Background: an optimization exercise with open tools, aiming at small area, a short achievable clock period and few clock cycles per item. Do not read the settings as production practice. Where RTL was checked, it was by simulation tests only, not by an equivalence proof against the original. Function not checked in run 3: the RTL went through the layout flow alone. Power figures rest on the tool's default switching activity, not on a simulated workload.

### flow/design.v
module wordcodec (
    input  wire        clk,
    input  wire        rst,         
    input  wire        reg_we,
    input  wire [5:0]  reg_addr,
    input  wire [31:0] reg_wdata,
    output reg  [31:0] reg_rdata,
    output wire        mem_req,
    output wire        mem_we,
    output wire [31:0] mem_addr,
    output wire [7:0]  mem_wdata,
    input  wire        mem_ready,
    input  wire [7:0]  mem_rdata,
    input  wire        mem_err
);
    localparam integer ROT  = 8;
    localparam integer CW   = 16;
    localparam integer KMAX = 16;
    localparam [31:0]  SEED = 32'h9E3779B9;
    localparam [5:0] A_ID = 6'h00, A_PARAM = 6'h01, A_CHUNK = 6'h02, A_KMAX = 6'h03,
                     A_CMD = 6'h04, A_STATUS = 6'h05, A_KEYLEN = 6'h06, A_KEYIDX = 6'h07,
                     A_KEYDATA = 6'h08, A_SRC = 6'h09, A_DST = 6'h0A, A_INLEN = 6'h0B,
                     A_OPA = 6'h0C, A_OPB = 6'h0D, A_RESULT = 6'h0E, A_CKSACC = 6'h0F,
                     A_CKSSTEP = 6'h10, A_DLEFT = 6'h11, A_INCNT = 6'h12, A_OUTCNT = 6'h13,
                     A_PLAIN = 6'h14, A_CHIDX = 6'h15, A_HB = 6'h16, A_HA = 6'h17,
                     A_SEED = 6'h18;
    localparam [1:0] ST_IDLE = 2'd0, ST_STREAM = 2'd1, ST_DONE = 2'd2, ST_ERROR = 2'd3;
    localparam [3:0] E_IO_IN = 4'd1, E_IO_OUT = 4'd3, E_INV_ARG = 4'd4, E_INV_KEY = 4'd5,
                     E_ILLEGAL = 4'd7, E_MALFORMED = 4'd8;
    localparam [2:0] P_IDLE = 3'd0, P_DIV = 3'd1, P_FIX = 3'd2, P_SER = 3'd3,
                     P_READ = 3'd4, P_WRITE = 3'd5, P_CHK = 3'd6;
    reg [4:0]  key_len;
    reg [31:0] key_idx;
    reg [31:0] src_addr, dst_addr, in_len;
    reg [31:0] opa, opb, result;
    reg [31:0] cks_acc, cks_step;
    reg [4:0]  cks_amt;            
    reg [31:0] data_left, in_count, out_count;
    reg [26:0] chunk_idx;          
    reg [4:0]  chunk_amt;          
    reg [31:0] hb_acc, ha_acc;
    reg [1:0]  state;
    reg [1:0]  last_run;
    reg        st_ok, st_err, st_integ, st_ovr;
    reg [3:0]  err_code;
    reg [2:0]  fbc;
    reg [2:0]  phase;
    reg [6:0]  cnt;                
    reg [6:0]  nbytes;             
    reg        final_c;
    reg [3:0]  widx;               
    reg [3:0]  kidx;               
    reg [31:0] facc;               
    reg [31:0] hb_new;             
    reg [31:0] addr_a, addr_b;     
    reg [32*15-1:0] fq;            
    reg [14:0]      fv;
    localparam integer JP = 2;
    function [31:0] inc32;
        input [31:0] a;
        integer b;
        begin
            for (b = 0; b < 32; b = b + 1)
                inc32[b] = a[b] ^ ((b == 0) ? 1'b1 : &(a | ~((32'd1 << b) - 32'd1)));
        end
    endfunction
    function [31:0] addsub7;
        input [31:0] a;
        input [6:0]  b;
        input        sub;
        reg   [7:0]  lo;
        reg   [24:0] hi, m;
        integer k;
        begin
            lo = sub ? ({1'b0, a[6:0]} - {1'b0, b}) : ({1'b0, a[6:0]} + {1'b0, b});
            hi = a[31:7] ^ {25{sub}};
            for (k = 0; k < 25; k = k + 1)
                m[k] = lo[7] & ((k == 0) ? 1'b1 : &(hi | ~((25'd1 << k) - 25'd1)));
            addsub7 = {a[31:7] ^ m, lo[6:0]};
        end
    endfunction
    wire busy   = (state == ST_STREAM);
    wire is_dec = last_run[1];
    wire [31:0] status = {12'd0, last_run, state, 1'b0, fbc, err_code, 3'd0,
                          st_ovr, st_integ, st_err, st_ok, busy};
    wire [31:0] plain_len = is_dec ? out_count : in_count;
    wire        key_clr;
    wire        key_wr;
    wire [31:0] key_d = reg_wdata | {32{key_clr}};
    wire [32*16-1:0] key_flat;
    genvar g;
    generate
        for (g = 0; g < KMAX; g = g + 1) begin : kw
            reg [31:0] k;
            always @(posedge clk)
                if (key_clr || (key_wr && key_idx[3:0] == g))
                    k <= key_d;
            assign key_flat[32*g +: 32] = k;
        end
    endgenerate
    always @(*) begin
        case (reg_addr)
            A_ID:      reg_rdata = 32'h57434443;
            A_PARAM:   reg_rdata = ROT;
            A_CHUNK:   reg_rdata = CW;
            A_KMAX:    reg_rdata = KMAX;
            A_STATUS:  reg_rdata = status;
            A_KEYLEN:  reg_rdata = {27'd0, key_len};
            A_KEYIDX:  reg_rdata = key_idx;
            A_SRC:     reg_rdata = src_addr;
            A_DST:     reg_rdata = dst_addr;
            A_INLEN:   reg_rdata = in_len;
            A_OPA:     reg_rdata = opa;
            A_OPB:     reg_rdata = opb;
            A_RESULT:  reg_rdata = result;
            A_CKSACC:  reg_rdata = cks_acc;
            A_CKSSTEP: reg_rdata = cks_step;
            A_DLEFT:   reg_rdata = data_left;
            A_INCNT:   reg_rdata = in_count;
            A_OUTCNT:  reg_rdata = out_count;
            A_PLAIN:   reg_rdata = plain_len;
            A_CHIDX:   reg_rdata = {5'd0, chunk_idx};
            A_HB:      reg_rdata = hb_acc;
            A_HA:      reg_rdata = ha_acc;
            A_SEED:    reg_rdata = SEED;
            default:   reg_rdata = 32'd0;
        endcase
    end
    wire        wr_locked = (reg_addr == A_CMD || reg_addr == A_KEYLEN ||
                             reg_addr == A_KEYIDX || reg_addr == A_KEYDATA ||
                             reg_addr == A_SRC || reg_addr == A_DST ||
                             reg_addr == A_INLEN);
    wire        wr_drop   = reg_we && busy && wr_locked;
    wire        wr_ok     = reg_we && !(busy && wr_locked);
    wire        we_keylen = wr_ok && (reg_addr == A_KEYLEN);
    wire        we_keyidx = wr_ok && (reg_addr == A_KEYIDX);
    wire        we_keydat = wr_ok && (reg_addr == A_KEYDATA);
    wire        we_src    = wr_ok && (reg_addr == A_SRC);
    wire        we_dst    = wr_ok && (reg_addr == A_DST);
    wire        we_inlen  = wr_ok && (reg_addr == A_INLEN);
    wire        we_opa    = wr_ok && (reg_addr == A_OPA);
    wire        we_opb    = wr_ok && (reg_addr == A_OPB);
    wire        we_status = wr_ok && (reg_addr == A_STATUS);
    wire        wr_cmd    = wr_ok && (reg_addr == A_CMD);
    wire        cmd_illegal = (reg_wdata[31:4] != 28'd0) || reg_wdata[3];
    wire        cmd_ok    = wr_cmd && !cmd_illegal;
    wire        cmd_codec = cmd_ok && (reg_wdata[2:1] == 2'b00) && reg_wdata[0] ||
                            cmd_ok && (reg_wdata[2:0] == 3'd2);
    wire        cmd_init  = cmd_ok && (reg_wdata[2:0] == 3'd3);
    wire        cmd_feed  = cmd_ok && (reg_wdata[2:0] == 3'd4);
    wire        cmd_erase = cmd_ok && (reg_wdata[2:0] == 3'd5);
    wire        cmd_run   = cmd_ok && (reg_wdata[2:1] == 2'b11);
    wire        run_dec   = reg_wdata[0];
    wire        len_zero = (in_len == 32'd0);
    wire [15:0] hdiff    = {1'b0, src_addr[31:17]} - {1'b0, dst_addr[31:17]};
    wire        far      = (hdiff != 16'd0) && (hdiff != 16'd1) && (hdiff != 16'hFFFF);
    wire        e_key    = (key_len == 5'd0);
    wire        e_mal    = (in_len[5:0] != 6'd0) && (in_len[5:0] <= 6'd4);
    wire        c_pass   = (in_len[31:16] == 16'd0) && (src_addr[31:16] != 16'hFFFF) &&
                           (dst_addr[31:17] != 15'h7FFF) && far && !e_key && !(run_dec && e_mal);
    reg         ser_cu, ser_uz, ser_vz, ser_uo, ser_vo, ser_lsv, ser_ldu, ser_eq;
    reg  [1:0]  ser_cv;
    wire [5:0]  sbit     = cnt[5:0];
    wire        s_i      = !sbit[5] & src_addr[sbit[4:0]];
    wire        d_i      = !sbit[5] & dst_addr[sbit[4:0]];
    wire        l_i      = !sbit[5] & in_len[sbit[4:0]];
    wire [31:0] xq       = {3'd0, chunk_idx, 2'b00};
    wire        x_i      = (!sbit[5] & xq[sbit[4:0]]) ^ is_dec;    
    wire        u_i      = s_i ^ l_i ^ ser_cu;
    wire [2:0]  v_sum    = {2'b00, d_i} + {2'b00, l_i} + {2'b00, x_i} + {1'b0, ser_cv};
    wire        v_i      = v_sum[0];
    wire        ovl      = !len_zero & ser_lsv & ser_ldu;
    wire        d_err    = ser_eq | e_key | (is_dec & e_mal) | ser_uo | ser_vo | ovl;
    wire [3:0]  d_code   = ser_eq ? E_INV_ARG : e_key ? E_INV_KEY :
                           (is_dec & e_mal) ? E_MALFORMED : E_INV_ARG;
    wire        idle_ph  = (phase == P_IDLE);
    wire        div_ph   = (phase == P_DIV);
    wire        fix_ph   = (phase == P_FIX);
    wire        ser_ph   = (phase == P_SER);
    wire        in_read  = (phase == P_READ);
    wire        in_write = (phase == P_WRITE);
    wire [1:0]  pos      = cnt[1:0];
    reg         fpend;             
    reg  [6:0]  obm1_r;            
    reg  [6:0]  nbm1_r;            
    reg         lastw_q;
    reg  [1:0]  fpos;              
    wire [6:0]  div_rs   = {nbytes[5:0], data_left[31]};
    wire [6:0]  div_d    = is_dec ? 7'd64 : 7'd60;
    wire        div_ge   = (div_rs >= div_d);
    wire [6:0]  div_rem  = div_ge ? (div_rs - div_d) : div_rs;
    wire        rd_last  = (cnt == nbm1_r);
    wire        wdone    = (pos == 2'd3) | rd_last;
    wire [4:0]  wnext    = cnt[6:2] + 5'd1;
    wire        slot0    = is_dec & (widx == 4'd15);      
    wire [31:0] ftail    = fq[32*14 +: 32];
    wire [1:0]  bsel     = lastw_q ? pos : pos - 2'd1;
    wire [31:0] kword    = key_flat[32*kidx +: 32];
    wire [7:0]  kbyte    = kword[8*bsel +: 8];
    wire [7:0]  rd_byte  = mem_rdata ^ (is_dec ? kbyte : 8'd0);
    wire [1:0]  rd_lane  = is_dec ? bsel : pos;
    reg  [31:0] fmask;
    always @(*) begin
        case (fpos)
            2'd0:    fmask = 32'h000000FF;
            2'd1:    fmask = 32'h0000FFFF;
            2'd2:    fmask = 32'h00FFFFFF;
            default: fmask = 32'hFFFFFFFF;
        endcase
    end
    wire [31:0] fword    = ftail & fmask;
    wire        fhb      = is_dec & (widx == 4'd0);
    wire [31:0] rot_a    = idle_ph ? cks_acc : (fpend & fhb) ? hb_acc : facc;
    wire [31:0] rot_b    = idle_ph ? opa : fpend ? fword : ha_acc;
    wire [4:0]  rot_amt  = idle_ph ? cks_amt : (fpend & !fhb) ? {1'b0, widx} : chunk_amt;
    wire [31:0] rx0      = rot_a ^ rot_b;
    wire [31:0] rx1      = rot_amt[0] ? {rx0[30:0], rx0[31]}    : rx0;
    wire [31:0] rx2      = rot_amt[1] ? {rx1[29:0], rx1[31:30]} : rx1;
    wire [31:0] rx3      = rot_amt[2] ? {rx2[27:0], rx2[31:28]} : rx2;
    wire [31:0] rx4      = rot_amt[3] ? {rx3[23:0], rx3[31:24]} : rx3;
    wire [31:0] rot_out  = rot_amt[4] ? {rx4[15:0], rx4[31:16]} : rx4;
    wire        s0       = !is_dec & (cnt[6:2] == 5'd0);
    wire [6:0]  ob_len   = is_dec ? (nbytes - 7'd4) : (nbytes + 7'd4);
    wire [31:0] a_inc    = inc32(addr_a);
    wire [31:0] ci_inc   = inc32({5'd0, chunk_idx});
    wire        wr_last  = (cnt == obm1_r);
    wire [31:0] out_word = s0 ? facc : fq[31:0];
    wire [1:0]  oidx     = is_dec ? pos : bsel;
    wire [7:0]  out_byte = out_word[8*oidx +: 8] ^ (is_dec ? 8'd0 : kbyte);
    wire        wr_hold  = fpend & (s0 | wr_last);
    assign mem_req   = in_read | (in_write & (s0 | fv[0]) & !wr_hold);
    assign mem_we    = in_write;
    assign mem_addr  = addr_a;
    assign mem_wdata = out_byte;
    wire acc_ok   = mem_req & mem_ready & !mem_err;
    wire acc_err  = mem_req & mem_ready & mem_err;
    wire rd_acc   = in_read & acc_ok;
    wire done_w   = rd_acc & wdone;
    wire wr_acc   = in_write & acc_ok;
    wire push     = done_w & !slot0;
    wire pop      = wr_acc & !s0 & ((pos == 2'd3) | wr_last);
    wire rd_end   = rd_acc & rd_last;
    wire commit   = wr_acc & wr_last;
    wire finish   = commit & final_c;
    wire next_ck  = commit & !final_c;
    wire chk_ph    = (phase == P_CHK);
    wire start     = (cmd_run & c_pass) | (chk_ph & !d_err);
    wire start_dec = chk_ph ? is_dec : run_dec;
    wire start_go  = start & !len_zero;
    wire start_fin = start & len_zero;
    wire run_err   = (chk_ph & d_err) | (acc_err & (in_read | in_write));
    wire [3:0] run_code = in_read ? E_IO_IN : in_write ? E_IO_OUT : d_code;
    wire run_end   = run_err | finish | start_fin;
    assign key_clr = rst | cmd_erase | run_end;
    assign key_wr  = we_keydat & (key_idx[31:4] == 28'd0);
    wire [31:0] dl_next  = addsub7(data_left, nbytes, 1'b1);
    wire [6:0]  dl_lo    = data_left[6:0] - nbytes;
    wire        su_dec   = start ? start_dec : is_dec;
    wire        su_final = start ? ((in_len[31:7] == 25'd0) &&
                                    (su_dec ? (in_len[6:0] <= 7'd64) : (in_len[6:0] <= 7'd60)))
                                 : ((data_left[31:8] == 24'd0) &&
                                    (su_dec ? (data_left[7:0] <= 8'd128) : (data_left[7:0] <= 8'd120)));
    wire [6:0]  su_len7  = start ? in_len[6:0] : dl_lo;
    wire [6:0]  su_nb    = su_final ? su_len7 : (su_dec ? 7'd64 : 7'd60);
    wire        kl_one   = (key_len == 5'd1);
    wire        chunk_go = start_go | next_ck;
    always @(posedge clk) begin
        if (rst | we_src)   src_addr <= rst ? 32'd0 : reg_wdata;
        if (rst | we_dst)   dst_addr <= rst ? 32'd0 : reg_wdata;
        if (rst | we_inlen) in_len   <= rst ? 32'd0 : reg_wdata;
        if (rst | we_opa)   opa      <= rst ? 32'd0 : reg_wdata;
        if (rst | we_opb)   opb      <= rst ? 32'd0 : reg_wdata;
        if (rst | cmd_codec)
            result <= rst ? 32'd0 :
                      reg_wdata[0] ? {opa[31-ROT:0] ^ opb[31-ROT:0], opa[31:32-ROT] ^ opb[31:32-ROT]}
                                   : ({opa[ROT-1:0], opa[31:ROT]} ^ opb);
        if (rst | cmd_init | cmd_feed) begin
            cks_acc  <= (rst | cmd_init) ? SEED : rot_out;
            cks_step <= (rst | cmd_init) ? 32'd0 : inc32(cks_step);
            cks_amt  <= (rst | cmd_init | cks_step == 32'hFFFFFFFF || cks_amt == 5'd31) ? 5'd1
                                                                                       : cks_amt + 5'd1;
        end
        if (key_clr | we_keylen)
            key_len <= key_clr ? 5'd0 : ((reg_wdata[31:5] != 27'd0) || (reg_wdata[4] && reg_wdata[3:0] != 4'd0)) ? 5'd16 : reg_wdata[4:0];
        if (key_clr | we_keyidx | we_keydat)
            key_idx <= key_clr ? 32'd0 : we_keyidx ? reg_wdata : inc32(key_idx);
    end
    always @(posedge clk) begin
        if (rst | cmd_run | div_ph | chk_ph | commit)
            data_left <= (rst | div_ph) ? {data_left[30:0], 1'b0} & {32{~rst}} :
                         (cmd_run | chk_ph) ? in_len : dl_next;
        if (rst | cmd_run | commit) begin
            in_count  <= (rst | cmd_run) ? 32'd0 : addsub7(in_count, nbytes, 1'b0);
            out_count <= (rst | cmd_run) ? 32'd0 : addsub7(out_count, ob_len, 1'b0);
        end
        if (rst | cmd_run | div_ph | chk_ph | commit | (fix_ph & nbytes != 7'd0))
            chunk_idx <= (rst | cmd_run | chk_ph) ? 27'd0 :
                         div_ph ? {chunk_idx[25:0], div_ge} : ci_inc[26:0];
        if (rst | cmd_run | commit)
            chunk_amt <= (rst | cmd_run | chunk_amt == 5'd31) ? 5'd1 : chunk_amt + 5'd1;
        if (rst | cmd_run | (commit & is_dec)) begin
            hb_acc <= (rst | cmd_run) ? SEED : hb_new;
            ha_acc <= (rst | cmd_run) ? SEED : rot_out;
        end
    end
    always @(posedge clk) begin
        if (rst) begin
            state    <= ST_IDLE;
            last_run <= 2'd0;
            st_ok    <= 1'b0;
            st_err   <= 1'b0;
            st_integ <= 1'b0;
            st_ovr   <= 1'b0;
            err_code <= 4'd0;
            fbc      <= 3'd0;
        end else begin
            if (wr_drop)
                st_ovr <= 1'b1;
            else if (we_status && reg_wdata[4])
                st_ovr <= 1'b0;
            if (wr_cmd) begin
                st_ok    <= cmd_ok & !cmd_run;
                st_err   <= !cmd_ok;
                err_code <= cmd_ok ? 4'd0 : E_ILLEGAL;
            end
            if (cmd_run) begin
                last_run <= run_dec ? 2'd2 : 2'd1;
                fbc      <= 3'd0;
                st_integ <= 1'b0;
                state    <= ST_STREAM;
            end
            if (run_err) begin
                st_err   <= 1'b1;
                err_code <= run_code;
                state    <= ST_ERROR;
            end
            if (start_fin) begin
                st_ok    <= 1'b1;
                st_integ <= start_dec;
                state    <= ST_DONE;
            end
            if (finish) begin
                fbc      <= (nbytes[1:0] == 2'd0) ? 3'd4 : {1'b0, nbytes[1:0]};
                st_integ <= is_dec & (hb_new == rot_out);
                st_ok    <= 1'b1;
                state    <= ST_DONE;
            end
        end
    end
    always @(posedge clk) begin
        if (rst) begin
            phase <= P_IDLE;
        end else if (run_end) begin
            phase <= P_IDLE;
        end else if (cmd_run & !c_pass) begin
            phase <= P_DIV;
        end else if (div_ph & (cnt[4:0] == 5'd31)) begin
            phase <= P_FIX;
        end else if (fix_ph) begin
            phase <= P_SER;
        end else if (ser_ph & (cnt[5:0] == 6'd33)) begin
            phase <= P_CHK;
        end else if (chunk_go) begin
            phase <= P_READ;
        end else if (rd_end) begin
            phase <= P_WRITE;
        end
    end
    always @(posedge clk) begin
        if (cmd_run | fix_ph | chunk_go | rd_end | div_ph | ser_ph | rd_acc | wr_acc)
            cnt <= (cmd_run | fix_ph | chunk_go | rd_end) ? 7'd0 : cnt + 7'd1;
        if (cmd_run | div_ph | chunk_go) begin
            nbytes  <= chunk_go ? su_nb : div_ph ? div_rem : 7'd0;
            final_c <= su_final;
        end
        if (chunk_go | done_w)
            widx <= chunk_go ? (su_dec ? 4'd15 : 4'd0) : widx + 4'd1;
        if (chunk_go | rd_end | done_w | (wr_acc & ((pos == 2'd3) | wr_last)))
            kidx <= (chunk_go | rd_end) ? 4'd0 :
                    ({1'b0, kidx} + 5'd1 == key_len) ? 4'd0 : kidx + 4'd1;
        if (chunk_go | (fpend & !fhb))
            facc <= chunk_go ? SEED : rot_out;
        if (fpend & fhb)
            hb_new <= rot_out;
        fpend <= done_w & !rst;
        if (chunk_go) begin
            obm1_r <= su_dec ? (su_nb - 7'd5) : (su_nb + 7'd3);
            nbm1_r <= su_nb - 7'd1;
        end
        if (chunk_go)
            lastw_q <= su_final & (su_nb <= 7'd4);
        else if (rd_end)
            lastw_q <= final_c & (obm1_r[6:2] == 5'd0);
        else if (done_w | (wr_acc & (pos == 2'd3)))
            lastw_q <= final_c & (wnext == (in_read ? nbm1_r[6:2] : obm1_r[6:2]));
        if (done_w)
            fpos <= pos;
        if (start_go | rd_end | next_ck | rd_acc | wr_acc)
            addr_a <= start_go ? src_addr : (rd_end | next_ck) ? addr_b : a_inc;
        if (start_go | rd_end | next_ck)
            addr_b <= start_go ? dst_addr : a_inc;
    end
    generate
        for (g = 0; g < 14; g = g + 1) begin : fqw
            always @(posedge clk)
                if (pop | !fv[g])
                    fq[32*g +: 32] <= (g == JP && jumpj) ? ftail : fq[32*(g+1) +: 32];
        end
    endgenerate
    generate
        for (g = 0; g < 4; g = g + 1) begin : ftl
            always @(posedge clk)
                if (rd_acc && rd_lane == g)
                    fq[32*14 + 8*g +: 8] <= rd_byte;
        end
    endgenerate
    always @(posedge clk) begin
        if (fix_ph) begin
            ser_cu  <= 1'b0;
            ser_cv  <= {1'b0, is_dec};
            ser_uz  <= 1'b0;
            ser_vz  <= 1'b0;
            ser_lsv <= 1'b0;
            ser_ldu <= 1'b0;
            ser_eq  <= 1'b1;
        end else if (ser_ph) begin
            ser_cu <= (s_i & l_i) | (s_i & ser_cu) | (l_i & ser_cu);
            ser_cv <= v_sum[2:1];
            if (!sbit[5]) begin
                ser_uz <= ser_uz | u_i;
                ser_vz <= ser_vz | v_i;
            end
            if (sbit == 6'd32) begin
                ser_uo <= u_i & ser_uz;
                ser_vo <= v_i & ser_vz;
            end
            if (sbit == 6'd33)
                ser_vo <= v_i | ser_vo;
            if (s_i != v_i) ser_lsv <= v_i;
            if (d_i != u_i) ser_ldu <= u_i;
            if (s_i != d_i) ser_eq  <= 1'b0;
        end
    end
    wire jumpj = !pop & fv[14] & (fv[13:JP] == 0);
    integer i;
    always @(posedge clk) begin
        if (rst || idle_ph) begin
            fv <= 15'd0;
        end else if (pop) begin
            fv <= {1'b0, fv[14:1]};
        end else begin
            fv[0] <= fv[0] | fv[1];
            for (i = 1; i < 14; i = i + 1)
                fv[i] <= fv[i] ? fv[i - 1] : (i == 13) ? (fv[14] & !jumpj) :
                         (i == JP) ? (fv[i + 1] | jumpj) : fv[i + 1];
            fv[14] <= push | (fv[14] & fv[13]);
        end
    end
endmodule
### flow/run.sh
#!/bin/bash
# synth_recipe.tcl (not shown) runs the flow's synth.tcl, then flattens the netlist and writes it again
# the make line also repeats each setting of config.mk as NAME=value (left out here)
make -C /OpenROAD-flow-scripts/flow DESIGN_CONFIG=/design/flow/config.mk WORK_HOME=/design/flow/orfs CLKGATE_MAP_FILE= SYNTH_SCRIPT=/design/flow/synth_recipe.tcl finish
### flow/config.mk
export PLATFORM = sky130hd
export DESIGN_NAME = wordcodec
export DESIGN_NICKNAME = wordcodec
export VERILOG_FILES = /design/flow/design.v
export SDC_FILE = /design/flow/constraint.sdc
export NUM_CORES = 4
export LEC_CHECK = 0
export CAP_MARGIN = 20
export CORE_MARGIN = 2
export CORE_UTILIZATION = 60
export CTS_CLUSTER_DIAMETER = 80
export CTS_CLUSTER_SIZE = 25
export PLACE_DENSITY_LB_ADDON = 0.2
export SETUP_SLACK_MARGIN = 5
export SLEW_MARGIN = 20
### flow/constraint.sdc
create_clock -name core_clock -period 12.0 [get_ports {clk}]
set_input_delay 2.4000 -clock core_clock [delete_from_list [all_inputs] [get_ports {clk}]]
set_output_delay 2.4000 -clock core_clock [all_outputs]
set_load 0.01 [all_outputs]
==> flow_summary.yaml, run 1 <==
timing:
  rsz0062_at_grt: "yes"
  worst-slew-pin-transition_ps: 1120
  relSlewSlack: 0.249
  fin_setup_tns_ps: 0
  drv_slew: 0
  fin_hold_ws_ps: 414
  fin_worst_skew_ps: 35.1
  fmax_mhz: 141
  setup_viol: 0
  fin_crit_sh: 0.591
  hold_viol: 0
  setup_ws_ps: 4910
  fin_crit_ps: 7090
logic_synthesis:
  synth_xor_area_frac: 0.0408
  synth_top_family_by_area: "simple AND/OR/NAND/NOR gates"
  seq_area_frac_synth: 0.647
  ys_ff_latch: 1692
  synthFlopType: "edfxtp_1"
  synthArstFlopShare: 0
  yosysWarnings: 1
  synth_compound_area_frac: 0.0859
  synth_cell_types: 92
  netlist_area_um2: 77900
  synth_cells: 5673
  synth_edf_count: 1651
  synthesis.nets: 5820
  synth_adder_area_share: 0.0163
  yosys.area_share.simple: 0.103
  muxShareOfSynthArea: 0.0821
  synth_area_per_cell_um2: 13.7
clock_network:
  cts_made_buffers: 92
  ctsHoldBuffers: 0
  ctsLongestPathBuffers: 3
  cts_tree: "done"
  clk_latency_ps: 750
  clkTransAtPathRegs_ps: 90
  root_buffer: "clkbuf_16"
  clock-sinks: 1692
  htreeDepth: 3
run:
  timing.max_cap.violations: 0
placed_design:
  gp_congestion: 1.04
  pre_cts_slack_ps: 3270
  place_inst: 7334
  portBuffers: 124
  dp_hpwl_um: 191000
power:
  swShare: 0.262
  power_frac_seq: 0.597
  internal_power_mw: 8.79
  p_leak_nw: 29.7
  power_mw: 11.9
  powerDensity_nw_per_um2: 139
  pwr-share-clk: 0.305
  ir_worst_vdd_v: 0.000132
  p_switching_mw: 3.13
  pwr-share-comb: 0.098
hold_path:
  min_to: "fq[363]"
  hold_depth: 0
  min_from: "fq[395]"
  hp-class: "flip-flop to flip-flop"
global_routing:
  top_usage_layer: "met2"
  grt_pass1_vias: 49200
  antenna_found_initial: 18
  grt_max_degree: 84
  met3_usage: 0.115
  grt_usage: 0.409
  grt_pass1_wl_um: 377000
  use_met1: 0.562
  grtUsageMet2: 0.602
  gr-total-overflow: 0
floorplan:
  die_h_um: 364
  start_util: 0.603
  die_x_um: 364
  rows: 132
  dieArea_um2: 133000
  core-area_um2: 129000
  io-pin-count: 125
worst_setup_path:
  r2r_cells: 19
  r2r-start: "src_addr[17]"
  critPathKind: "primary input to primary output"
  worst_ep_arrival_time_ps: 4690
  worstPathMaxFanout: 16
  worstSetupStartpointType: "primary input"
  r2r_end: "kw[15].k[10]"
  worst_setup_path_end_kind: "primary output"
  cp.required_ps: 9600
  rrSetupSlack_ps: 5630
routing:
  drt_wl_total_um: 272000
  ant_nets: 0
  drt_iter0_markers: 8473
  wl_per_cell_um: 36.1
  drc: 0
  first_pass_iters: 12
  routed_via_density: 7.05
  num_vias: 53100
cells_and_area:
  largest_reg_flops: 512
  reg_top3: "kw.k: 512 flops, fq: 480 flops"
  stdcell_count: 7540
  layout.nets: 5887
  syn2layout_area_growth_pct: 9.81
  drive_above_1_share: 0.127
  largest_register: "kw.k"
run_status:
  outcome: "complete, no violations"
-- per-stage QoR --
stage | cell area [um2] | util
floorplan | 77900 | -
CTS | 85200 | 0.659
global route | 85500 | 0.662
finish | 85500 | 0.662
global placement | 81100 | 0.628
detailed placement | 81100 | 0.628
-- layout make-up --
type	count	area (um2)
diodes	7	17.5
clock buffers	100	2330
clock inverters	45	689
fillers	9268	43600
inverters	139	532
multi-input cells	3515	26300
flip-flops and latches	1692	50400
well taps	1742	2180
repair buffers	300	3090
-- placed cells by master (no fill, tap or decap), types with 90 or more instances in the layout --
| master | count |
|---|---|
| a211oi_1 | 90 |
| a21oi_1 | 194 |
| a22oi_1 | 104 |
| buf_4 | 130 |
| clkbuf_16 | 94 |
| edfxtp_1 | 1651 |
| inv_1 | 133 |
| mux2i_1 | 103 |
| mux4_2 | 206 |
| nand2_1 | 493 |
| nand3_1 | 169 |
| nor2_1 | 480 |
| o21ai_0 | 143 |
| xnor2_1 | 218 |
| xor2_1 | 143 |
-- routing by layer --
layer / vias up / share of wire
met5: - / 0.00038
met4: 16 / 0.062
met3: 717 / 0.13
met2: 3904 / 0.44
met1: 26700 / 0.37
li1: 21800 / -
-- critical path: stages --
cell	delay [ps]
buf_6	140
inv_6	80
nor3_1	60
a21oi_2	210
nor3_4	80
buf_4	160
buf_6	180
a222oi_1	780
nand3_1	250
dlygate4sd2_1	350
-- how the worst max path moves through the flow --
stage,from,end
4_1_cts,reg_addr[1],reg_rdata[26]
3_5_place_dp,reg_addr[0],reg_rdata[19]
5_1_grt,reg_addr[1],reg_rdata[25]
3_3_place_gp,reg_addr[0],reg_rdata[19]
6_report,reg_addr[2],reg_rdata[29]
2_1_floorplan,reg_addr[5],key_idx[0]
-- Yosys cell counts (45+ instances only) --
cell / number / area, um2
mux2_2: 58 / 653
mux2i_1: 104 / 1040
nand4_1: 61 / 382
xor2_1: 143 / 1250
a222oi_1: 50 / 500
and3_1: 69 / 432
nand2b_1: 57 / 357
ha_1: 87 / 1090
o21ai_0: 146 / 731
nor4_1: 50 / 313
mux4_2: 206 / 4640
nand2_1: 520 / 1950
xnor2_1: 220 / 1930
nor2b_1: 72 / 450
edfxtp_1: 1651 / 49600
a211oi_1: 90 / 676
nor2_1: 508 / 1910
a22oi_1: 104 / 781
a221oi_1: 45 / 394
nor3_1: 61 / 305
a21oi_1: 196 / 981
inv_1: 136 / 510
nand3_1: 175 / 876
clkbuf_1: 235 / 882
and2_1: 53 / 332
-- what timing repair did --
item / 4_1_cts / 5_1_grt
gates resized for setup: 185 / 56
buffers inserted: 27 / 16
gates cloned: 8 / 2
pin swaps: 41 / 20
setup endpoints to repair: 783 / 876
-- logic make-up after synthesis --
family | after synthesis
AO/OA/AOI/OAI | 962
XOR/XNOR | 363
buffers and inverters | 466
multiplexers | 371
AND/OR/NAND/NOR | 1723
flip-flops | 1692
adder cells (fa/ha/maj) | 96
-- power groups by stage --
stage          sequential [mW]  combinational, mW  clock (mW)
2_1_floorplan             7.02              0.712           0
3_3_place_gp              7.21               1.09           0
3_5_place_dp              7.22               1.11           0
4_1_cts                   7.09               1.12        3.65
5_1_grt                   7.12               1.22        3.83
6_report                  7.12               1.16        3.64
Testbench counts, summed over its fixed seeds: cycles 73,658, bytes 33,832.
==> inputs of run 2 (changes only) <==
--- a/flow/config.mk
+++ b/flow/config.mk
@@ -9,7 +9,7 @@
 export CORE_MARGIN = 2
 export CORE_UTILIZATION = 60
-export CTS_CLUSTER_DIAMETER = 80
-export CTS_CLUSTER_SIZE = 25
-export PLACE_DENSITY_LB_ADDON = 0.2
+export CTS_BUF_LIST = sky130_fd_sc_hd__clkbuf_8
+export CTS_CLUSTER_DIAMETER = 60
+export CTS_CLUSTER_SIZE = 18
 export SETUP_SLACK_MARGIN = 5
 export SLEW_MARGIN = 20
==> run 2 against run 1 <==
Effect of this change:
- total power shrank 1.2%
- via count rose by 0.98%
- sequential share of layout area increased by 0.17 points
- die area unchanged
- hold slack better by 7.5 ps
- clock power fell by 5%
- global-route usage rose by 0.58 points
- cell area shrank 0.29%
- clock skew grew 22 ps
- flip-flop and latch count is the same
- routed wire length rose by 1.8%
- highest routed layer unchanged
==> flow_summary.yaml, run 2 <==
run_status:
  outcome: "complete, no violations"
cells_and_area:
  largest_reg_flops: 512
  layout.nets: 5918
  drive_above_1_share: 0.136
  final_area_um2: 85300
  final_common_cell: "edfxtp_1"
  final_cell_mix: "edfxtp_1 (1651), nand2_1 (494), nor2_1 (481), xnor2_1 (218), mux4_2 (206)"
  fillers: 9355
  largest_register: "kw.k"
  reg_top3: "kw.k: 512 flops, fq: 480 flops"
  syn2layout_area_growth_pct: 9.49
logic_synthesis:
  synth_xor_area_frac: 0.0408
  muxShareOfSynthArea: 0.0821
  synth_adder_area_share: 0.0163
  synth_most_common_cell: "edfxtp_1"
  synthesis.nets: 5820
  synth_edf_count: 1651
  synth_top_family_by_area: "simple AND/OR/NAND/NOR gates"
  ys_ff_latch: 1692
  seq_area_frac_synth: 0.647
  netlist_area_um2: 77900
  yosysWarnings: 1
  synth_cells: 5673
  synth_cell_types: 92
  synth_area_per_cell_um2: 13.7
  synth_top_area_share: 0.637
  synthTopCellsByCount: "edfxtp_1 (1651), nand2_1 (520), nor2_1 (508), clkbuf_1 (235), xnor2_1 (220)"
  yosysTopAreaCell: "edfxtp_1"
  yosys.area_share.simple: 0.103
  synth_compound_area_frac: 0.0859
  synthArstFlopShare: 0
  synthFlopType: "edfxtp_1"
  synth_area_leaders: "edfxtp_1 (64%), mux4_2 (6.0%), nand2_1 (2.5%)"
worst_setup_path:
  cp_cell_sequence: "buf_12, nor2b_2, nand2_2, nor2_2, buf_12, a222oi_1, nand3_1, nor2_4, nand2_1, clkdlybuf4s50_1"
  worstSetupStartpointType: "primary input"
  worst_setup_path_end_kind: "primary output"
  critPathKind: "primary input to primary output"
  worst_path_most_repeated_cell: "buf_12"
  worst_ep_arrival_time_ps: 4750
  worstPathMaxFanout: 33
  cp_slowest_cell: "clkdlybuf4s50_1"
  max_stage_delay_ps: 490
  cp.required_ps: 9600
timing:
  fin_crit_sh: 0.596
  fin_setup_tns_ps: 0
  fmax_mhz: 140
  rsz0062_at_grt: "yes"
  hold_viol: 0
  fin_crit_ps: 7150
  setup_viol: 0
  worst-slew-pin-transition_ps: 1150
  relSlewSlack: 0.231
  drv_slew: 0
  fin_worst_skew_ps: 57.5
clock_network:
  ctsLongestPathBuffers: 3
  cts_tree: "done"
  cts_made_buffers: 139
  clock-sinks: 1692
  clk_latency_ps: 950
  clkTransAtPathRegs_ps: 100
  ctsHoldBuffers: 0
  root_buffer: "clkbuf_8"
  htreeDepth: 4
floorplan:
  io-pin-count: 125
  die_h_um: 364
  rows: 132
  dieArea_um2: 133000
  start_util: 0.603
  die_x_um: 364
  core-area_um2: 129000
routing:
  num_vias: 53600
  wl_per_cell_um: 36.4
  drt_wl_total_um: 277000
  routed_via_density: 7.05
  drt_iter0_markers: 9394
  drc: 0
  ant_nets: 0
  first_pass_iters: 9
placed_design:
  place_area_um2: 81000
  gp_congestion: 1.04
  dp_hpwl_um: 195000
  portBuffers: 124
global_routing:
  gr-total-overflow: 0
  grt_pass1_vias: 49400
  grt_pass1_wl_um: 380000
  grt_max_degree: 131
  grt_usage: 0.415
  antenna_found_initial: 22
hold_path:
  hp-class: "flip-flop to flip-flop"
power:
  powerDensity_nw_per_um2: 138
  p_leak_nw: 29.7
  ir_worst_vdd_v: 0.000128
run:
  timing.max_cap.violations: 0
## run 2: cell count changes in the layout (fill, tap and decap cells not counted), moves of 10 or more
cell,delta
inv_1,+14
clkbuf_8,+142
inv_8,+10
clkbuf_16,-89
buf_4,-10
## run 2: what timing repair did
item                                    CTS  global route
setup buffers                            18            15
gates cloned                              7             7
resized for setup                       191            51
pin swaps                                41            29
endpoints found under the setup margin  553           992
## run 2: path summary, 6_finish.rpt
kind	from	cells past startpoint	end	slack, ps
worst min register to register	fq[308]	0	fq[276]	420
worst max register to register	src_addr[17]	17	kw[10].k[19]	5390
worst max-delay path	reg_addr[0]	10	reg_rdata[2]	4850
worst min-delay path	fq[308]	0	fq[276]	420
## run 2: cell type report
type | count | area, um2 | share of cell area
well taps | 1742 | 2180 | 0.0256
inverters | 139 | 527 | 0.00618
repair buffers | 284 | 2940 | 0.0344
clock buffers | 142 | 1950 | 0.0229
clock inverters | 84 | 951 | 0.0112
diodes | 15 | 37.5 | 0.000440
multi-input cells | 3515 | 26300 | 0.308
flip-flops and latches | 1692 | 50400 | 0.591
## run 2: worst max-delay path, delay by kind of cell
kind	cells	cell delay, ps
compound gates	1	450
simple gates	6	1070
buf+inv	3	810
## run 2: power by group
| part | internal, mW | leakage [nW] | switching (mW) |
|---|---|---|---|
| Sequential | 6.78 | 16.6 | 0.358 |
| Clock | 1.36 | 1.49 | 2.10 |
| Combinational | 0.418 | 11.7 | 0.762 |
| Total | 8.56 | 29.7 | 3.22 |
## run 2: cells by family (layout without fill, tap and decap cells)
group | Yosys count | count (layout)
AOI/OAI and AO/OA | 962 | 962
xor gates and xnor gates | 363 | 363
adders and majority gates | 96 | 96
buffers and inverters | 466 | 649
DFF | 1692 | 1692
muxes | 371 | 371
other | 0 | 15
and+or+nand+nor | 1723 | 1723
## run 2: through the flow
step,worst slack (ps),hold slack (ps),cells,utilization,power [mW]
CTS,4840,413,7575,0.657,11.7
global route,4860,429,7599,0.660,12.0
finish,4850,421,7613,0.660,11.8
global placement,3300,400,7324,0.627,8.33
floorplan,5330,400,5673,-,7.73
detailed placement,3230,405,7324,0.627,8.36
## run 2: layer usage
layer / up-vias / GRT usage / wire length (um)
met1: 26800 / 0.571 / 102000
met3: 800 / 0.113 / 36400
met2: 4160 / 0.586 / 118000
met4: 14 / 0.264 / 20700
met5: - / 0 / 85
li1: 21900 / - / -
==> inputs of run 3 (changes only) <==
--- a/flow/design.v
+++ b/flow/design.v
@@ -99,30 +99,27 @@
         end
     endgenerate
+    function [31:0] sel4;
+        input [1:0]  s;
+        input [31:0] a, b, c, d;
+        sel4 = s[1] ? (s[0] ? d : c) : (s[0] ? b : a);
+    endfunction
+    wire [1:0]  ra_lo = reg_addr[1:0];
+    wire [31:0] rg0 = sel4(ra_lo, 32'h57434443, ROT, CW, KMAX);
+    wire [31:0] rg1 = sel4(ra_lo, 32'd0, status, {27'd0, key_len}, key_idx);
+    wire [31:0] rg2 = sel4(ra_lo, 32'd0, src_addr, dst_addr, in_len);
+    wire [31:0] rg3 = sel4(ra_lo, opa, opb, result, cks_acc);
+    wire [31:0] rg4 = sel4(ra_lo, cks_step, data_left, in_count, out_count);
+    wire [31:0] rg5 = sel4(ra_lo, plain_len, {5'd0, chunk_idx}, hb_acc, ha_acc);
+    wire [31:0] rg6 = (ra_lo == 2'd0) ? SEED : 32'd0;
     always @(*) begin
-        case (reg_addr)
-            A_ID:      reg_rdata = 32'h57434443;
-            A_PARAM:   reg_rdata = ROT;
-            A_CHUNK:   reg_rdata = CW;
-            A_KMAX:    reg_rdata = KMAX;
-            A_STATUS:  reg_rdata = status;
-            A_KEYLEN:  reg_rdata = {27'd0, key_len};
-            A_KEYIDX:  reg_rdata = key_idx;
-            A_SRC:     reg_rdata = src_addr;
-            A_DST:     reg_rdata = dst_addr;
-            A_INLEN:   reg_rdata = in_len;
-            A_OPA:     reg_rdata = opa;
-            A_OPB:     reg_rdata = opb;
-            A_RESULT:  reg_rdata = result;
-            A_CKSACC:  reg_rdata = cks_acc;
-            A_CKSSTEP: reg_rdata = cks_step;
-            A_DLEFT:   reg_rdata = data_left;
-            A_INCNT:   reg_rdata = in_count;
-            A_OUTCNT:  reg_rdata = out_count;
-            A_PLAIN:   reg_rdata = plain_len;
-            A_CHIDX:   reg_rdata = {5'd0, chunk_idx};
-            A_HB:      reg_rdata = hb_acc;
-            A_HA:      reg_rdata = ha_acc;
-            A_SEED:    reg_rdata = SEED;
-            default:   reg_rdata = 32'd0;
+        case (reg_addr[5:2])
+            4'd0:    reg_rdata = rg0;
+            4'd1:    reg_rdata = rg1;
+            4'd2:    reg_rdata = rg2;
+            4'd3:    reg_rdata = rg3;
+            4'd4:    reg_rdata = rg4;
+            4'd5:    reg_rdata = rg5;
+            4'd6:    reg_rdata = rg6;
+            default: reg_rdata = 32'd0;
         endcase
     end
@@ -183,6 +180,4 @@
     reg         fpend;             
     reg  [6:0]  obm1_r;            
-    reg  [6:0]  nbm1_r;            
-    reg         lastw_q;
     reg  [1:0]  fpos;              
     wire [6:0]  div_rs   = {nbytes[5:0], data_left[31]};
@@ -190,10 +185,11 @@
     wire        div_ge   = (div_rs >= div_d);
     wire [6:0]  div_rem  = div_ge ? (div_rs - div_d) : div_rs;
-    wire        rd_last  = (cnt == nbm1_r);
+    wire        rd_last  = (cnt == nbytes - 7'd1);
     wire        wdone    = (pos == 2'd3) | rd_last;
-    wire [4:0]  wnext    = cnt[6:2] + 5'd1;
+    wire        rd_lastw = final_c & (cnt[6:2] == nb_m1[6:2]);
     wire        slot0    = is_dec & (widx == 4'd15);      
     wire [31:0] ftail    = fq[32*14 +: 32];
-    wire [1:0]  bsel     = lastw_q ? pos : pos - 2'd1;
+    wire        olast    = final_c & (cnt[6:2] == obm1_r[6:2]);
+    wire [1:0]  bsel     = (in_read ? rd_lastw : olast) ? pos : pos - 2'd1;
     wire [31:0] kword    = key_flat[32*kidx +: 32];
     wire [7:0]  kbyte    = kword[8*bsel +: 8];
@@ -221,4 +217,5 @@
     wire [31:0] rot_out  = rot_amt[4] ? {rx4[15:0], rx4[31:16]} : rx4;
     wire        s0       = !is_dec & (cnt[6:2] == 5'd0);
+    wire [6:0]  nb_m1    = nbytes - 7'd1;
     wire [6:0]  ob_len   = is_dec ? (nbytes - 7'd4) : (nbytes + 7'd4);
     wire [31:0] a_inc    = inc32(addr_a);
@@ -384,14 +381,6 @@
             hb_new <= rot_out;
         fpend <= done_w & !rst;
-        if (chunk_go) begin
-            obm1_r <= su_dec ? (su_nb - 7'd5) : (su_nb + 7'd3);
-            nbm1_r <= su_nb - 7'd1;
-        end
         if (chunk_go)
-            lastw_q <= su_final & (su_nb <= 7'd4);
-        else if (rd_end)
-            lastw_q <= final_c & (obm1_r[6:2] == 5'd0);
-        else if (done_w | (wr_acc & (pos == 2'd3)))
-            lastw_q <= final_c & (wnext == (in_read ? nbm1_r[6:2] : obm1_r[6:2]));
+            obm1_r <= su_dec ? (su_nb - 7'd5) : (su_nb + 7'd3);
         if (done_w)
             fpos <= pos;
--- a/flow/config.mk
+++ b/flow/config.mk
@@ -8,8 +8,7 @@
 export CAP_MARGIN = 20
 export CORE_MARGIN = 2
-export CORE_UTILIZATION = 60
-export CTS_BUF_LIST = sky130_fd_sc_hd__clkbuf_8
-export CTS_CLUSTER_DIAMETER = 60
-export CTS_CLUSTER_SIZE = 18
+export CORE_UTILIZATION = 50
+export CTS_CLUSTER_DIAMETER = 80
+export CTS_CLUSTER_SIZE = 25
 export SETUP_SLACK_MARGIN = 5
 export SLEW_MARGIN = 20
==> run 3 against run 2 <==
Effect of this change:
- still clean on timing, DRC and antenna
- global-route usage decreased by 6.6 points
- area after synthesis increased by 2.2%
- fmax increased by 0.31%
- critical path type is now flip-flop to primary output
- largest cell class unchanged
==> flow_summary.yaml, run 3 <==
run_status:
  outcome: "complete, no violations"
worst_setup_path:
  path_depth: 16
  cp.required_ps: 9600
  max_stage_delay_ps: 540
  r2r-start: "last_run[1]"
  critPathKind: "flip-flop to primary output"
  worst_path_most_repeated_cell: "buf_12"
  critPathBufInv: 5
  worst_setup_path_end_kind: "primary output"
  cp_slowest_cell: "dfxtp_1"
  worst_ep_arrival_time_ps: 4730
  r2r_cells: 14
  rrSetupSlack_ps: 5520
  worstSetupEndpoint: "mem_wdata[7]"
  worstPathMaxFanout: 12
  critical_path.top_delay_family: "simple AND/OR/NAND/NOR gates"
  worstSetupStartpoint: "phase[1]"
  worstSetupStartpointType: "flip-flop"
  r2r_end: "st_integ"
  cp_cell_sequence: "nand2b_1, nor2_2, a21oi_1, xnor2_2, nand3_4, mux2i_4, buf_12, nand2_4, o21ai_4, buf_12, buf_16, buf_12, mux2i_1, mux4_2, xor2_1, buf_2"
power:
  p_switching_mw: 3.61
  pwr-share-clk: 0.306
  swShare: 0.282
  internal_power_mw: 9.18
  ir_worst_vdd_v: 0.000120
  p_leak_nw: 31.3
  powerDensity_nw_per_um2: 144
  pwr-share-comb: 0.143
  power_frac_seq: 0.551
  power_mw: 12.8
logic_synthesis:
  synth_area_leaders: "edfxtp_1 (62%), mux4_2 (8.7%), xnor2_1 (2.3%)"
  synthesis.nets: 5779
  seq_area_frac_synth: 0.631
  synthArstFlopShare: 0
  netlist_area_um2: 79600
  synthTopCellsByCount: "edfxtp_1 (1645), nor2_1 (478), nand2_1 (447), mux4_2 (306), clkbuf_1 (210)"
  synth_area_per_cell_um2: 14.1
  ys_ff_latch: 1686
  synth_cells: 5635
  yosysWarnings: 1
  synthFlopType: "edfxtp_1"
  synth_top_area_share: 0.621
  synth_cell_types: 99
  synth_most_common_cell: "edfxtp_1"
  yosysTopAreaCell: "edfxtp_1"
  synth_edf_count: 1645
floorplan:
  io-pin-count: 125
  rows: 146
  start_util: 0.503
  die_h_um: 403
  core-area_um2: 158000
  die_x_um: 403
  dieArea_um2: 162000
timing:
  fin_crit_sh: 0.594
  fmax_mhz: 140
  drv_slew: 0
  hold_viol: 0
  rsz0062_at_grt: "yes"
  fin_setup_tns_ps: 0
  setup_viol: 0
  fin_worst_skew_ps: 45.7
  relSlewSlack: 0.141
  worst-slew-pin-transition_ps: 1280
  fin_crit_ps: 7130
cells_and_area:
  drive_above_1_share: 0.184
  reg_top3: "kw.k: 512 flops, fq: 480 flops"
  final_common_cell: "edfxtp_1"
  final_cell_mix: "edfxtp_1 (1645), nor2_1 (464), nand2_1 (435), mux4_2 (306), xnor2_1 (202)"
  layout.nets: 5906
  largest_reg_flops: 512
  largest_register: "kw.k"
  syn2layout_area_growth_pct: 11.8
  regArea_um2: 50200
  multi_input_comb_area_um2: 28600
  fillers: 12700
  final_area_um2: 89000
hold_path:
  hp-class: "flip-flop to flip-flop"
  min_from: "fq[211]"
global_routing:
  grt_pass1_wl_um: 393000
  grt_max_degree: 131
  grt_pass1_vias: 48800
  antenna_found_initial: 37
  grt_usage: 0.349
  gr-total-overflow: 0
routing:
  routed_via_density: 6.65
  drt_wl_total_um: 287000
  num_vias: 52700
  first_pass_iters: 6
  drc: 0
  drt_iter0_markers: 7876
  ant_nets: 0
  wl_per_cell_um: 36.2
placed_design:
  gp_congestion: 1.02
  dp_hpwl_um: 199000
  portBuffers: 124
  place_area_um2: 83400
clock_network:
  htreeDepth: 3
  root_buffer: "clkbuf_16"
  clock-sinks: 1686
  cts_made_buffers: 100
  ctsLongestPathBuffers: 3
  clkTransAtPathRegs_ps: 90
  clk_latency_ps: 770
  cts_tree: "done"
run:
  timing.max_cap.violations: 0
==> run 3: cell count changes after synthesis, moves of 31 or more <==
cell / previous run / this run
nand2_1: 520 / 447
mux4_2: 206 / 306
a222oi_1: 50 / 2
nand3_1: 175 / 144
mux2_2: 58 / 94
o21ai_0: 146 / 177
a22oi_1: 104 / 58
==> run 3: cell families (layout without fill, tap and decap cells) <==
group,count (synthesis),in the layout,share of synthesized area
flops,1686,1686,0.631
other cells,0,16,0
compound gates,914,915,0.0785
fa+ha+maj,93,93,0.0155
simple gates,1605,1606,0.0966
mux,528,528,0.116
buf+inv,461,659,0.0238
xor+xnor,348,348,0.0383
==> run 3: stage by stage <==
step	util	std cells	hold WS, ps	worst slack [ps]
after floorplan	-	5635	400	5030
after global placement	0.527	7649	400	3040
after detailed placement	0.527	7649	405	2940
after CTS	0.560	7887	417	4860
after global routing	0.562	7909	423	4740
final	0.562	7923	414	4870
==> run 3: what timing repair did <==
action / in CTS / in global routing
setup buffers: 47 / 15
hold buffers: 0 / 0
pin swaps: 44 / 19
resized for setup: 274 / 46
cloned: 16 / 3
endpoints found under the setup margin: 1246 / 204
==> run 3: worst min path at each step <==
stage,endpoint,cells past startpoint,slack [ps]
5_1_grt,fq[365],0,420
3_5_place_dp,fq[134],0,400
6_report,fq[179],0,410
4_1_cts,fq[347],0,420
2_1_floorplan,fq[0],0,400
3_3_place_gp,fq[302],0,400
==> run 3: worst register-to-register path, stage by stage (launching register included) <==
cell and delay, ps:
dfxtp_4 880, and4bb_2 520, buf_4 480, nand3_1 200, and4_1 240, a211oi_2 690, a221oi_1 210, a31oi_1 480
a221o_1 380, nand3_1 160, and3_1 240, nor4_1 800, nand4_1 200, or4_1 730, o31ai_2 230
==> run 3: routing by layer <==
| layer | part of all wire | GRT usage | up-vias |
|---|---|---|---|
| li1 | - | - | 22000 |
| met1 | 0.42 | 0.514 | 27100 |
| met2 | 0.43 | 0.504 | 3107 |
| met3 | 0.11 | 0.0832 | 502 |
| met4 | 0.042 | 0.130 | 14 |
| met5 | 0.00032 | 0 | - |
==> run 3: power by group through the flow <==
stage	Clock (mW)	Sequential [mW]	Combinational, mW
finish	3.91	7.05	1.83
global route	4.16	7.06	1.91
CTS	3.97	7.03	1.77
detailed placement	0	7.16	1.70
global placement	0	7.15	1.69
floorplan	0	7.01	1.04
==> run 3: cell type report <==
class                   instances  area share
clock inverters                57     0.00917
multi-input cells            3490       0.321
well taps                    2072      0.0291
flip-flops and latches       1686       0.565
clock buffers                 118      0.0291
diodes                         16    0.000450
inverters                     137     0.00586
repair buffers                347      0.0407

## static timing again, ports no longer ideal
In the flow no input, the clock included, has a driving cell. The finished layouts below were timed again as built, in two steps.
Step 1, drivers: a clkbuf_16 drives clk and a buf_2 each remaining input, both assumed.
Step 2 also shifts input and output timing later by t, the mid clock arrival at the registers, as if the neighbouring blocks saw the same clock.
Slacks: ideal / step 1 / step 2; pairs: ideal / step 1.
| run | t (ns) | setup slack, ns | worst slew at a driven data input, ns |
|---|---|---|---|
| run 1 | 0.822 | 4.905 / 4.857 / 4.505 | 0.21 |
| run 2 | 1.012 | 4.853 / 4.777 / 4.112 | 0.15 |
| run 3 | 0.842 | 4.874 / 4.734 / 4.296 | 0.29 |
After both steps setup and hold are still met in every run listed. The setup slack of run 2, which loses most, moves by -0.076 ns with the drivers and by -0.741 ns with both steps.
